This design comes from an exercise in tuning for small area and few clock cycles on the open sky130 flow, not from production work.
At most, simulation tests tie the RTL to the original design; equivalence was not proved.
No activity file was given, so power comes from the tool's default toggle rates.

==> inputs of trial 77 <==
==> flow/design.v <==
module xsvf_decoder (
    input  wire        clk,
    input  wire        rst,
    input  wire        start,
    input  wire        policy,       
    input  wire        in_valid,
    input  wire        in_end,
    input  wire [7:0]  in_byte,
    output wire        in_ready,
    output wire        out_valid,
    input  wire        out_ready,
    output reg  [2:0]  out_type,
    output reg  [7:0]  out_byte,
    output reg         out_last,
    output reg  [31:0] out_pos
);
    localparam [2:0] T_OPCODE   = 3'd0,
                     T_OPERAND  = 3'd1,
                     T_DIAG     = 3'd2,
                     T_DONE     = 3'd3,
                     T_FAIL_UNK = 3'd4,
                     T_FAIL_TRC = 3'd5;
    localparam [1:0] ST_NONE = 2'd0,    
                     ST_RUN  = 2'd1,    
                     ST_END  = 2'd2;    
    localparam [1:0] PH_IDLE = 2'd0,
                     PH_OPER = 2'd1,
                     PH_SIR  = 2'd2;
    localparam [2:0] LC_UNKNOWN = 3'd0,
                     LC_ZERO    = 3'd1,
                     LC_ONE     = 3'd2,
                     LC_FOUR    = 3'd3,
                     LC_REG     = 3'd4,
                     LC_REG2    = 3'd5,
                     LC_SIR     = 3'd6;
    reg [1:0]  status;
    reg        policy_q;
    reg [1:0]  phase;
    reg [13:0] nsdr;         
    reg [31:0] pos;
    reg [4:0]  cur_op;       
    reg [14:0] start_lo;     
    reg        wrap;         
    reg [14:0] nrem;         
    function [2:0] len_class(input [7:0] b);
        case (b)
            8'h00:                               len_class = LC_ZERO;
            8'h01, 8'h03, 8'h0C, 8'h0D, 8'h0E:   len_class = LC_REG;
            8'h02:                               len_class = LC_SIR;
            8'h04, 8'h08:                        len_class = LC_FOUR;
            8'h07, 8'h12:                        len_class = LC_ONE;
            8'h09, 8'h0A, 8'h0F, 8'h10, 8'h11:   len_class = LC_REG2;
            default:                             len_class = LC_UNKNOWN;
        endcase
    endfunction
    wire [2:0]  lc = len_class(in_byte);
    wire        sdr_zero = !nsdr[13];
    reg  [14:0] op_nlen;
    always @* begin
        case (lc)
            LC_FOUR: op_nlen = 15'h7FFC;
            LC_REG:  op_nlen = {1'b1, nsdr};
            LC_REG2: op_nlen = {nsdr, 1'b0};
            default: op_nlen = 15'h7FFF;    
        endcase
    end
    wire        no_operands = (lc == LC_ZERO) || (((lc == LC_REG) || (lc == LC_REG2)) && sdr_zero);
    wire [4:0]  sir_n = in_byte[7:3];
    assign out_valid = (status == ST_RUN) && in_valid;
    assign in_ready  = !start && ((status == ST_END) || ((status == ST_RUN) && out_ready));
    wire step = (status == ST_RUN) && in_valid && in_ready;
    wire adv  = step && !in_end;         
    wire trc  = (phase != PH_IDLE);      
    genvar i;
    wire [32:0] pc;
    assign pc[0] = adv;
    generate for (i = 0; i < 32; i = i + 1) begin : g_pos
        assign pc[i+1] = pc[i] & pos[i];
    end endgenerate
    wire [31:0] pos_nx = pos ^ pc[31:0];
    wire [15:0] rc;
    assign rc[0] = 1'b1;
    generate for (i = 0; i < 15; i = i + 1) begin : g_rem
        assign rc[i+1] = rc[i] & nrem[i];
    end endgenerate
    wire [14:0] nrem_inc = nrem ^ rc[14:0];
    wire        rem_last = rc[15];
    wire [5:0] sc;
    assign sc[0] = 1'b1;
    generate for (i = 0; i < 5; i = i + 1) begin : g_sir
        assign sc[i+1] = sc[i] & !sir_n[i];
    end endgenerate
    wire [4:0] sir_nlen = ~sir_n ^ sc[4:0];
    wire [8:0] lcy;
    assign lcy[0] = 1'b1;
    generate for (i = 0; i < 8; i = i + 1) begin : g_lo
        assign lcy[i+1] = lcy[i] & !in_byte[i];
    end endgenerate
    wire [4:0] lo_n = ~in_byte[7:3] ^ lcy[7:3];
    wire [8:0] hcy;
    assign hcy[0] = lcy[8];
    generate for (i = 0; i < 8; i = i + 1) begin : g_hi
        assign hcy[i+1] = hcy[i] & nsdr[5+i];
    end endgenerate
    wire [13:0] nsdr_new = {!hcy[8], nsdr[12:5] ^ hcy[7:0], lo_n};
    wire        trc_out = in_end && trc;
    wire [17:0] tb;
    assign tb[0] = wrap && trc_out;
    generate for (i = 0; i < 17; i = i + 1) begin : g_trc
        assign tb[i+1] = tb[i] & !pos[15+i];
    end endgenerate
    wire [16:0] out_hi = pos[31:15] ^ tb[16:0];
    always @* begin
        out_type = T_OPERAND;
        out_byte = in_byte;
        out_last = 1'b0;
        out_pos  = {out_hi, pos[14:0]};
        if (in_end) begin
            out_last = 1'b1;
            if (!trc) begin
                out_type = T_DONE;
                out_byte = 8'h00;
            end else begin
                out_type = T_FAIL_TRC;
                out_byte = {3'b000, cur_op};
                out_pos  = {out_hi, start_lo};
            end
        end else begin
            case (phase)
                PH_IDLE: begin
                    if (lc == LC_UNKNOWN) begin
                        out_type = policy_q ? T_DIAG : T_FAIL_UNK;
                        out_last = !policy_q;
                    end else begin
                        out_type = T_OPCODE;
                        out_last = no_operands;
                    end
                end
                PH_SIR: begin
                    out_type = T_OPERAND;
                    out_last = (sir_n == 5'd0);
                end
                default: begin
                    out_type = T_OPERAND;
                    out_last = rem_last;
                end
            endcase
        end
    end
    always @(posedge clk) begin
        if (rst) begin
            status <= ST_NONE;
        end else if (start) begin
            status <= ST_RUN;
        end else if (step && (in_end || ((phase == PH_IDLE) && (lc == LC_UNKNOWN) && !policy_q))) begin
            status <= ST_END;
        end
    end
    always @(posedge clk) begin
        pos <= start ? 32'd0 : pos_nx;
    end
    always @(posedge clk) begin
        if (start) begin
            policy_q <= policy;
            phase    <= PH_IDLE;
            nsdr     <= 14'd0;
        end else if (adv) begin
            wrap <= (trc && wrap) || pc[15];
            case (phase)
                PH_IDLE: begin
                    cur_op   <= in_byte[4:0];
                    start_lo <= pos[14:0];
                    if (lc == LC_SIR) begin
                        phase <= PH_SIR;
                    end else if ((lc != LC_UNKNOWN) && !no_operands) begin
                        phase  <= PH_OPER;
                        nrem   <= op_nlen;
                    end
                end
                PH_SIR: begin
                    if (sir_n == 5'd0) begin
                        phase <= PH_IDLE;
                    end else begin
                        phase  <= PH_OPER;
                        nrem   <= {10'h3FF, sir_nlen};
                    end
                end
                default: begin
                    nrem <= nrem_inc;
                    if (cur_op == 5'h08) begin
                        if (nrem == 15'h7FFC)
                            nsdr[12:5] <= ~in_byte;
                        if (nrem == 15'h7FFD)
                            nsdr <= nsdr_new;
                    end
                    if (rem_last)
                        phase <= PH_IDLE;
                end
            endcase
        end
    end
endmodule
module frame_builder (
    input  wire        clk,
    input  wire        rst,
    input  wire        req_valid,
    input  wire        req_kind,     
    input  wire [7:0]  req_tag,
    input  wire [15:0] req_len,
    output wire        req_ready,
    input  wire        pl_valid,
    input  wire [7:0]  pl_byte,
    output wire        pl_ready,
    output reg         out_valid,
    input  wire        out_ready,
    output reg  [7:0]  out_byte,
    output wire        out_last,
    output wire        out_err
);
    localparam [7:0] MARKER = 8'h58;
    localparam [3:0] S_IDLE = 4'd0,
                     S_MCMD = 4'd1,    
                     S_MRAW = 4'd2,    
                     S_LEN4 = 4'd3,    
                     S_TAG  = 4'd4,    
                     S_HI   = 4'd9,    
                     S_LO   = 4'd5,    
                     S_PAY  = 4'd6,
                     S_CSUM = 4'd7,
                     S_ERR  = 4'd8;
    reg [3:0]  state;
    reg [15:0] ncnt;     
    reg [7:0]  acc;      
    wire fin = (state == S_CSUM) || (state == S_ERR);
    assign req_ready = (state == S_IDLE) || (fin && out_ready);
    assign pl_ready  = (state == S_PAY) && out_ready;
    assign out_last  = fin;
    assign out_err   = (state == S_ERR);
    genvar i;
    wire [15:0] cnt = ~ncnt;
    wire [6:0] lc4;
    assign lc4[0] = 1'b1;
    generate for (i = 0; i < 6; i = i + 1) begin : g_len4
        assign lc4[i+1] = lc4[i] & cnt[2+i];
    end endgenerate
    wire [7:0] len4 = {cnt[7:2] ^ lc4[5:0], cnt[1:0]};
    always @* begin
        out_valid = 1'b1;
        out_byte  = acc;
        case (state)
            S_IDLE: out_valid = 1'b0;
            S_MCMD, S_MRAW: out_byte = MARKER;
            S_LEN4: out_byte = len4;
            S_TAG, S_HI: out_byte = cnt[15:8];
            S_LO:   out_byte = cnt[7:0];
            S_PAY: begin
                out_valid = pl_valid;
                out_byte  = pl_byte;
            end
            default: ;
        endcase
    end
    wire xfer   = out_valid && out_ready;
    wire accept = req_valid && req_ready;
    wire count  = xfer && ((state == S_LO) || (state == S_PAY));
    wire [16:0] cc;
    assign cc[0] = count;
    generate for (i = 0; i < 16; i = i + 1) begin : g_cnt
        assign cc[i+1] = cc[i] & ncnt[i];
    end endgenerate
    wire [15:0] ncnt_inc = ncnt ^ cc[15:0];
    wire        cnt_zero = cc[16];
    wire [8:0] ac;
    assign ac[0] = 1'b0;
    generate for (i = 0; i < 8; i = i + 1) begin : g_acc
        assign ac[i+1] = (acc[i] & out_byte[i]) | (ac[i] & (acc[i] ^ out_byte[i]));
    end endgenerate
    wire [7:0] acc_sum = acc ^ out_byte ^ ac[7:0];
    always @(posedge clk) begin
        if (rst) begin
            state <= S_IDLE;
        end else if (accept) begin
            if (!req_kind && (req_len[15:8] != 8'd0 || req_len[7:2] == 6'h3F))
                state <= S_ERR;
            else
                state <= req_kind ? S_MRAW : S_MCMD;
        end else if (xfer) begin
            case (state)
                S_MCMD: state <= S_LEN4;
                S_MRAW: state <= S_HI;
                S_LEN4: state <= S_TAG;
                S_TAG:  state <= S_LO;
                S_HI:   state <= S_LO;
                S_LO, S_PAY: state <= cnt_zero ? S_CSUM : S_PAY;
                default: state <= S_IDLE;    
            endcase
        end
    end
    always @(posedge clk) begin
        if (accept) begin
            acc <= 8'h00;
            ncnt <= ~{req_kind ? req_len[15:8] : req_tag, req_len[7:0]};
        end else begin
            if (xfer)
                acc <= acc_sum;
            if (xfer && (state == S_TAG))
                ncnt[15:8] <= 8'hFF;
            else
                ncnt <= ncnt_inc;
        end
    end
endmodule
module xsvf_core (
    input  wire        clk,
    input  wire        rst,
    input  wire        dec_start,
    input  wire        dec_policy,
    input  wire        dec_in_valid,
    input  wire        dec_in_end,
    input  wire [7:0]  dec_in_byte,
    output wire        dec_in_ready,
    output wire        dec_out_valid,
    input  wire        dec_out_ready,
    output wire [2:0]  dec_out_type,
    output wire [7:0]  dec_out_byte,
    output wire        dec_out_last,
    output wire [31:0] dec_out_pos,
    input  wire        fb_req_valid,
    input  wire        fb_req_kind,
    input  wire [7:0]  fb_req_tag,
    input  wire [15:0] fb_req_len,
    output wire        fb_req_ready,
    input  wire        fb_pl_valid,
    input  wire [7:0]  fb_pl_byte,
    output wire        fb_pl_ready,
    output wire        fb_out_valid,
    input  wire        fb_out_ready,
    output wire [7:0]  fb_out_byte,
    output wire        fb_out_last,
    output wire        fb_out_err
);
    xsvf_decoder u_dec (
        .clk       (clk),
        .rst       (rst),
        .start     (dec_start),
        .policy    (dec_policy),
        .in_valid  (dec_in_valid),
        .in_end    (dec_in_end),
        .in_byte   (dec_in_byte),
        .in_ready  (dec_in_ready),
        .out_valid (dec_out_valid),
        .out_ready (dec_out_ready),
        .out_type  (dec_out_type),
        .out_byte  (dec_out_byte),
        .out_last  (dec_out_last),
        .out_pos   (dec_out_pos)
    );
    frame_builder u_fb (
        .clk       (clk),
        .rst       (rst),
        .req_valid (fb_req_valid),
        .req_kind  (fb_req_kind),
        .req_tag   (fb_req_tag),
        .req_len   (fb_req_len),
        .req_ready (fb_req_ready),
        .pl_valid  (fb_pl_valid),
        .pl_byte   (fb_pl_byte),
        .pl_ready  (fb_pl_ready),
        .out_valid (fb_out_valid),
        .out_ready (fb_out_ready),
        .out_byte  (fb_out_byte),
        .out_last  (fb_out_last),
        .out_err   (fb_out_err)
    );
endmodule
==> flow/flow/run.sh <==
#!/bin/bash
set -euo pipefail
export BUFFER_PORTS_ARGS="-buffer_cell sky130_fd_sc_hd__buf_1"
export CTS_ARGS="-sink_clustering_enable -repair_clock_nets -buf_list {sky130_fd_sc_hd__clkbuf_4 sky130_fd_sc_hd__clkbuf_8} -dont_use_dummy_load"
bash standard.sh finish > standard_flow.log 2>&1
==> flow/standard.sh <==
#!/bin/bash
# synth_recipe.tcl (not shown) runs the flow's synth.tcl, then flattens the netlist and writes it again
# the make line also repeats each setting of config.mk as NAME=value (left out here)
make -C /OpenROAD-flow-scripts/flow DESIGN_CONFIG=/design/flow/config.mk WORK_HOME=/design/flow/orfs CLKGATE_MAP_FILE= SYNTH_SCRIPT=/design/flow/synth_recipe.tcl "${@:-finish}"
==> flow/config.mk <==
export PLATFORM = sky130hd
export DESIGN_NAME = xsvf_core
export DESIGN_NICKNAME = xsvf_core
export VERILOG_FILES = /design/flow/design.v
export SDC_FILE = /design/flow/constraint.sdc
export NUM_CORES = 4
export LEC_CHECK = 0
export CAP_MARGIN = 20
export CORE_MARGIN = 2
export CORE_UTILIZATION = 60
export SLEW_MARGIN = 20
==> flow/constraint.sdc <==
create_clock -name core_clock -period 10.0 [get_ports {clk}]
set_input_delay 2.0000 -clock core_clock [delete_from_list [all_inputs] [get_ports {clk}]]
set_output_delay 2.0000 -clock core_clock [all_outputs]
set_load 0.01 [all_outputs]
==> build 63: changes against trial 77 <==
--- a/flow/design.v
+++ b/flow/design.v
@@ -38,3 +38,3 @@
     reg [1:0]  phase;
-    reg [13:0] nsdr;         
+    reg [13:0] sdr_m1;       
     reg [31:0] pos;
@@ -43,3 +43,3 @@
     reg        wrap;         
-    reg [14:0] nrem;         
+    reg [14:0] rem_m1;       
     function [2:0] len_class(input [7:0] b);
@@ -56,10 +56,10 @@
     wire [2:0]  lc = len_class(in_byte);
-    wire        sdr_zero = !nsdr[13];
-    reg  [14:0] op_nlen;
+    wire        sdr_zero = sdr_m1[13];
+    reg  [14:0] op_len_m1;
     always @* begin
         case (lc)
-            LC_FOUR: op_nlen = 15'h7FFC;
-            LC_REG:  op_nlen = {1'b1, nsdr};
-            LC_REG2: op_nlen = {nsdr, 1'b0};
-            default: op_nlen = 15'h7FFF;    
+            LC_FOUR: op_len_m1 = 15'd3;
+            LC_REG:  op_len_m1 = {1'b0, sdr_m1};
+            LC_REG2: op_len_m1 = {sdr_m1, 1'b1};
+            default: op_len_m1 = 15'd0;    
         endcase
@@ -80,30 +80,29 @@
     wire [31:0] pos_nx = pos ^ pc[31:0];
-    wire [15:0] rc;
-    assign rc[0] = 1'b1;
+    wire [15:0] rb;
+    assign rb[0] = 1'b1;
     generate for (i = 0; i < 15; i = i + 1) begin : g_rem
-        assign rc[i+1] = rc[i] & nrem[i];
+        assign rb[i+1] = rb[i] & !rem_m1[i];
     end endgenerate
-    wire [14:0] nrem_inc = nrem ^ rc[14:0];
-    wire        rem_last = rc[15];
-    wire [5:0] sc;
-    assign sc[0] = 1'b1;
+    wire [14:0] rem_dec  = rem_m1 ^ rb[14:0];
+    wire        rem_last = rb[15];
+    wire [5:0] sb;
+    assign sb[0] = 1'b1;
     generate for (i = 0; i < 5; i = i + 1) begin : g_sir
-        assign sc[i+1] = sc[i] & !sir_n[i];
+        assign sb[i+1] = sb[i] & !sir_n[i];
     end endgenerate
-    wire [4:0] sir_nlen = ~sir_n ^ sc[4:0];
-    wire [8:0] lcy;
-    assign lcy[0] = 1'b1;
+    wire [4:0] sir_dec = sir_n ^ sb[4:0];
+    wire [8:0] lb;
+    assign lb[0] = 1'b1;
     generate for (i = 0; i < 8; i = i + 1) begin : g_lo
-        assign lcy[i+1] = lcy[i] & !in_byte[i];
+        assign lb[i+1] = lb[i] & !in_byte[i];
     end endgenerate
-    wire [4:0] lo_n = ~in_byte[7:3] ^ lcy[7:3];
-    wire [8:0] hcy;
-    assign hcy[0] = lcy[8];
+    wire [4:0] lo_dec = in_byte[7:3] ^ lb[7:3];
+    wire [8:0] hb;
+    assign hb[0] = lb[8];
     generate for (i = 0; i < 8; i = i + 1) begin : g_hi
-        assign hcy[i+1] = hcy[i] & nsdr[5+i];
+        assign hb[i+1] = hb[i] & !sdr_m1[5+i];
     end endgenerate
-    wire [13:0] nsdr_new = {!hcy[8], nsdr[12:5] ^ hcy[7:0], lo_n};
-    wire        trc_out = in_end && trc;
+    wire [8:0] hi_dec = {hb[8], sdr_m1[12:5] ^ hb[7:0]};
     wire [17:0] tb;
-    assign tb[0] = wrap && trc_out;
+    assign tb[0] = wrap;
     generate for (i = 0; i < 17; i = i + 1) begin : g_trc
@@ -111,3 +110,3 @@
     end endgenerate
-    wire [16:0] out_hi = pos[31:15] ^ tb[16:0];
+    wire [16:0] trc_hi = pos[31:15] ^ tb[16:0];
     always @* begin
@@ -116,3 +115,3 @@
         out_last = 1'b0;
-        out_pos  = {out_hi, pos[14:0]};
+        out_pos  = pos;
         if (in_end) begin
@@ -125,3 +124,3 @@
                 out_byte = {3'b000, cur_op};
-                out_pos  = {out_hi, start_lo};
+                out_pos  = {trc_hi, start_lo};
             end
@@ -165,3 +164,3 @@
             phase    <= PH_IDLE;
-            nsdr     <= 14'd0;
+            sdr_m1   <= 14'h3FFF;
         end else if (adv) begin
@@ -176,3 +175,3 @@
                         phase  <= PH_OPER;
-                        nrem   <= op_nlen;
+                        rem_m1 <= op_len_m1;
                     end
@@ -184,3 +183,3 @@
                         phase  <= PH_OPER;
-                        nrem   <= {10'h3FF, sir_nlen};
+                        rem_m1 <= {10'd0, sir_dec};
                     end
@@ -188,8 +187,8 @@
                 default: begin
-                    nrem <= nrem_inc;
+                    rem_m1 <= rem_dec;
                     if (cur_op == 5'h08) begin
-                        if (nrem == 15'h7FFC)
-                            nsdr[12:5] <= ~in_byte;
-                        if (nrem == 15'h7FFD)
-                            nsdr <= nsdr_new;
+                        if (rem_m1 == 15'd3)
+                            sdr_m1[12:5] <= in_byte;
+                        if (rem_m1 == 15'd2)
+                            sdr_m1 <= {hi_dec, lo_dec};
                     end
@@ -231,3 +230,3 @@
     reg [3:0]  state;
-    reg [15:0] ncnt;     
+    reg [15:0] cnt;      
     reg [7:0]  acc;      
@@ -239,3 +238,2 @@
     genvar i;
-    wire [15:0] cnt = ~ncnt;
     wire [6:0] lc4;
@@ -265,9 +263,9 @@
     wire count  = xfer && ((state == S_LO) || (state == S_PAY));
-    wire [16:0] cc;
-    assign cc[0] = count;
+    wire [16:0] cb;
+    assign cb[0] = count;
     generate for (i = 0; i < 16; i = i + 1) begin : g_cnt
-        assign cc[i+1] = cc[i] & ncnt[i];
+        assign cb[i+1] = cb[i] & !cnt[i];
     end endgenerate
-    wire [15:0] ncnt_inc = ncnt ^ cc[15:0];
-    wire        cnt_zero = cc[16];
+    wire [15:0] cnt_dec  = cnt ^ cb[15:0];
+    wire        cnt_zero = cb[16];
     wire [8:0] ac;
@@ -301,3 +299,3 @@
             acc <= 8'h00;
-            ncnt <= ~{req_kind ? req_len[15:8] : req_tag, req_len[7:0]};
+            cnt <= {req_kind ? req_len[15:8] : req_tag, req_len[7:0]};
         end else begin
@@ -306,5 +304,5 @@
             if (xfer && (state == S_TAG))
-                ncnt[15:8] <= 8'hFF;
+                cnt[15:8] <= 8'd0;
             else
-                ncnt <= ncnt_inc;
+                cnt <= cnt_dec;
         end
==> flow/run.sh (new file) <==
#!/bin/bash
# synth_recipe.tcl (not shown) runs the flow's synth.tcl, then flattens the netlist and writes it again
# the make line also repeats each setting of config.mk as NAME=value (left out here)
make -C /OpenROAD-flow-scripts/flow DESIGN_CONFIG=/design/flow/config.mk WORK_HOME=/design/flow/orfs CLKGATE_MAP_FILE= SYNTH_SCRIPT=/design/flow/synth_recipe.tcl finish
CTS_BUF_LIST = sky130_fd_sc_hd__clkbuf_4 sky130_fd_sc_hd__clkbuf_8   (was default)
removed: flow/flow/run.sh
removed: flow/standard.sh
==> build 24: changes against trial 77 <==
--- a/flow/design.v
+++ b/flow/design.v
@@ -39,6 +39,7 @@
     reg [13:0] nsdr;         
-    reg [31:0] pos;
+    reg [14:0] pos_lo;       
+    reg [16:0] pos_hi;       
+    reg        wrap;         
     reg [4:0]  cur_op;       
     reg [14:0] start_lo;     
-    reg        wrap;         
     reg [14:0] nrem;         
@@ -74,8 +75,8 @@
     genvar i;
-    wire [32:0] pc;
+    wire [15:0] pc;
     assign pc[0] = adv;
-    generate for (i = 0; i < 32; i = i + 1) begin : g_pos
-        assign pc[i+1] = pc[i] & pos[i];
+    generate for (i = 0; i < 15; i = i + 1) begin : g_pos
+        assign pc[i+1] = pc[i] & pos_lo[i];
     end endgenerate
-    wire [31:0] pos_nx = pos ^ pc[31:0];
+    wire [14:0] pos_lo_nx = pos_lo ^ pc[14:0];
     wire [15:0] rc;
@@ -106,8 +107,8 @@
     wire        trc_out = in_end && trc;
-    wire [17:0] tb;
-    assign tb[0] = wrap && trc_out;
-    generate for (i = 0; i < 17; i = i + 1) begin : g_trc
-        assign tb[i+1] = tb[i] & !pos[15+i];
+    wire [17:0] hc;
+    assign hc[0] = wrap && !trc_out;
+    generate for (i = 0; i < 17; i = i + 1) begin : g_phi
+        assign hc[i+1] = hc[i] & pos_hi[i];
     end endgenerate
-    wire [16:0] out_hi = pos[31:15] ^ tb[16:0];
+    wire [16:0] out_hi = pos_hi ^ hc[16:0];
     always @* begin
@@ -116,3 +117,3 @@
         out_last = 1'b0;
-        out_pos  = {out_hi, pos[14:0]};
+        out_pos  = {out_hi, pos_lo};
         if (in_end) begin
@@ -159,3 +160,3 @@
     always @(posedge clk) begin
-        pos <= start ? 32'd0 : pos_nx;
+        pos_lo <= start ? 15'd0 : pos_lo_nx;
     end
@@ -166,4 +167,8 @@
             nsdr     <= 14'd0;
+            pos_hi   <= 17'd0;
+            wrap     <= 1'b0;
         end else if (adv) begin
             wrap <= (trc && wrap) || pc[15];
+            if (!trc)
+                pos_hi <= out_hi;    
             case (phase)
@@ -171,3 +176,3 @@
                     cur_op   <= in_byte[4:0];
-                    start_lo <= pos[14:0];
+                    start_lo <= pos_lo;
                     if (lc == LC_SIR) begin
--- a/flow/flow/run.sh
+++ b/flow/flow/run.sh
@@ -2,2 +2,7 @@
 set -euo pipefail
+work=$(pwd)
+rm -rf "$work/scripts_area"
+cp -r "$FLOW_HOME/scripts" "$work/scripts_area"
+cp "$work/flow/abc_area.script" "$work/scripts_area/abc_area.script"
+SCRIPTS_DIR="$work/scripts_area" ABC_AREA=1 bash standard.sh synth > synth_flow.log 2>&1
 export BUFFER_PORTS_ARGS="-buffer_cell sky130_fd_sc_hd__buf_1"
==> flow/flow/abc_area.script (new file) <==
strash
dc2
dch -f
amap
topo
dnsize -c
==> trial 91: changes against trial 77 <==
--- a/flow/flow/run.sh
+++ b/flow/flow/run.sh
@@ -2,2 +2,7 @@
 set -euo pipefail
+work=$(pwd)
+rm -rf "$work/scripts_area"
+cp -r "$FLOW_HOME/scripts" "$work/scripts_area"
+cp "$work/flow/abc_area.script" "$work/scripts_area/abc_area.script"
+SCRIPTS_DIR="$work/scripts_area" ABC_AREA=1 bash standard.sh synth > synth_flow.log 2>&1
 export BUFFER_PORTS_ARGS="-buffer_cell sky130_fd_sc_hd__buf_1"
==> flow/flow/abc_area.script (new file) <==
strash
dc2
dch -f
amap
topo
dnsize -c
==> comparison table <==
| metric | trial 91 | trial 77 | build 63 | build 24 |
|---|---|---|---|---|
| Post-layout worst setup margin | 1.24 ns | 1.21 ns | 1.01 ns | 1.59 ns |
| Combinational group share of total power | 33.2% | 23.6% | 19.3% | 32.6% |
| Portion of the layout cell area used by non-clock buffers | 6.22% | 5.71% | 12.7% | 6.51% |
| Net switching power figure | 0.468 mW | 0.360 mW | 0.355 mW | 0.469 mW |
| Syn nets | 829 | 911 | 938 | 779 |
| Fin nets | 963 | 1006 | 1032 | 912 |
| Routed wire length on met3 | 670 um | 685 um | 1.00 mm | 887 um |
| Result of the run | finished clean | finished clean | finished clean | finished clean |
| # Taps | 140 | 147 | 147 | 136 |
| Sequential power | 0.583 mW | 0.564 mW | 0.547 mW | 0.590 mW |
| Sum of routed wire length over all layers | 14.6 mm | 15.9 mm | 16.7 mm | 14.7 mm |
| Most frequent cell after synthesis | ha_1 | ha_1 | ha_1 | nor2_1 |
| Leakage power summed over all cells | 2.97 nW | 3.59 nW | 3.90 nW | 2.84 nW |
| Proportion of layout cells with a drive suffix above 1 | 3.50% | 8.91% | 7.93% | 3.14% |
| Routed metal-1 wirelength | 6.24 mm | 6.94 mm | 7.15 mm | 6.16 mm |
| Average instance area after synthesis | 9.84 sq um | 9.85 sq um | 9.45 sq um | 9.96 sq um |
| Proportion of power drawn by flip-flops and latches | 44.2% | 49.3% | 44.1% | 44.6% |
| Post-Syn Instances | 667 | 749 | 776 | 633 |
| Clock network power share | 22.6% | 27.1% | 36.6% | 22.8% |
| Placed cells | 922 | 972 | 998 | 883 |
| Highest attainable clock frequency | 114 MHz | 114 MHz | 111 MHz | 119 MHz |
| Cell area reported after detailed placement | 7210 sq um | 7820 sq um | 8480 sq um | 6950 sq um |
| Number of global-route vias before repair | 5329 | 5418 | 5774 | 5289 |
| Total GRT Usage | 26.7% | 24.7% | 26.5% | 26.7% |
Testbench counts of build 63, summed over its fixed seeds: cycles 71,755.
Testbench counts of build 24, summed over its fixed seeds: cycles 71,755.
Only the layout flow was run in trial 77 and trial 91; the RTL was not checked for function there.

[re-timing with driven ports]
Ports are ideal in the flow. The routed layouts listed here were re-timed in OpenROAD.
Step 1 sets driving cells, clkbuf_16 on the clock port and buf_2 on the other inputs (assumed; they add their load-dependent delay and slew).
Step 2 adds t to the input delays and takes it off the output delays; t is the mean of the earliest and latest rising clock arrival at the registers after step 1. Input paths then give back, and output paths get back, about the clock's delay inside the block.
a / b / c = ideal ports / drivers / drivers and shift; a / b = the first two.
| run | shift t [ns] | slack for setup (ns) | worst setup path at the end | clock arrival spread, ns | worst data-port slew with drivers (ns) |
|---|---|---|---|---|---|
| trial 77 | 0.469 | 1.210 / 1.222 / 0.753 | input to register | 0.036 / 0.036 | 0.06 |
| build 63 | 0.474 | 1.006 / 1.015 / 0.541 | input to register | 0.007 / 0.008 | 0.05 |
| build 24 | 0.445 | 1.591 / 1.566 / 1.566 | input to output | 0.039 / 0.039 | 0.04 |
| trial 91 | 0.446 | 1.239 / 1.246 / 0.800 | input to register | 0.036 / 0.036 | 0.05 |
After both steps every run listed still meets setup and hold. For build 63, which loses most, drivers alone change the setup slack by +0.009 ns; drivers and shift together by -0.465 ns.
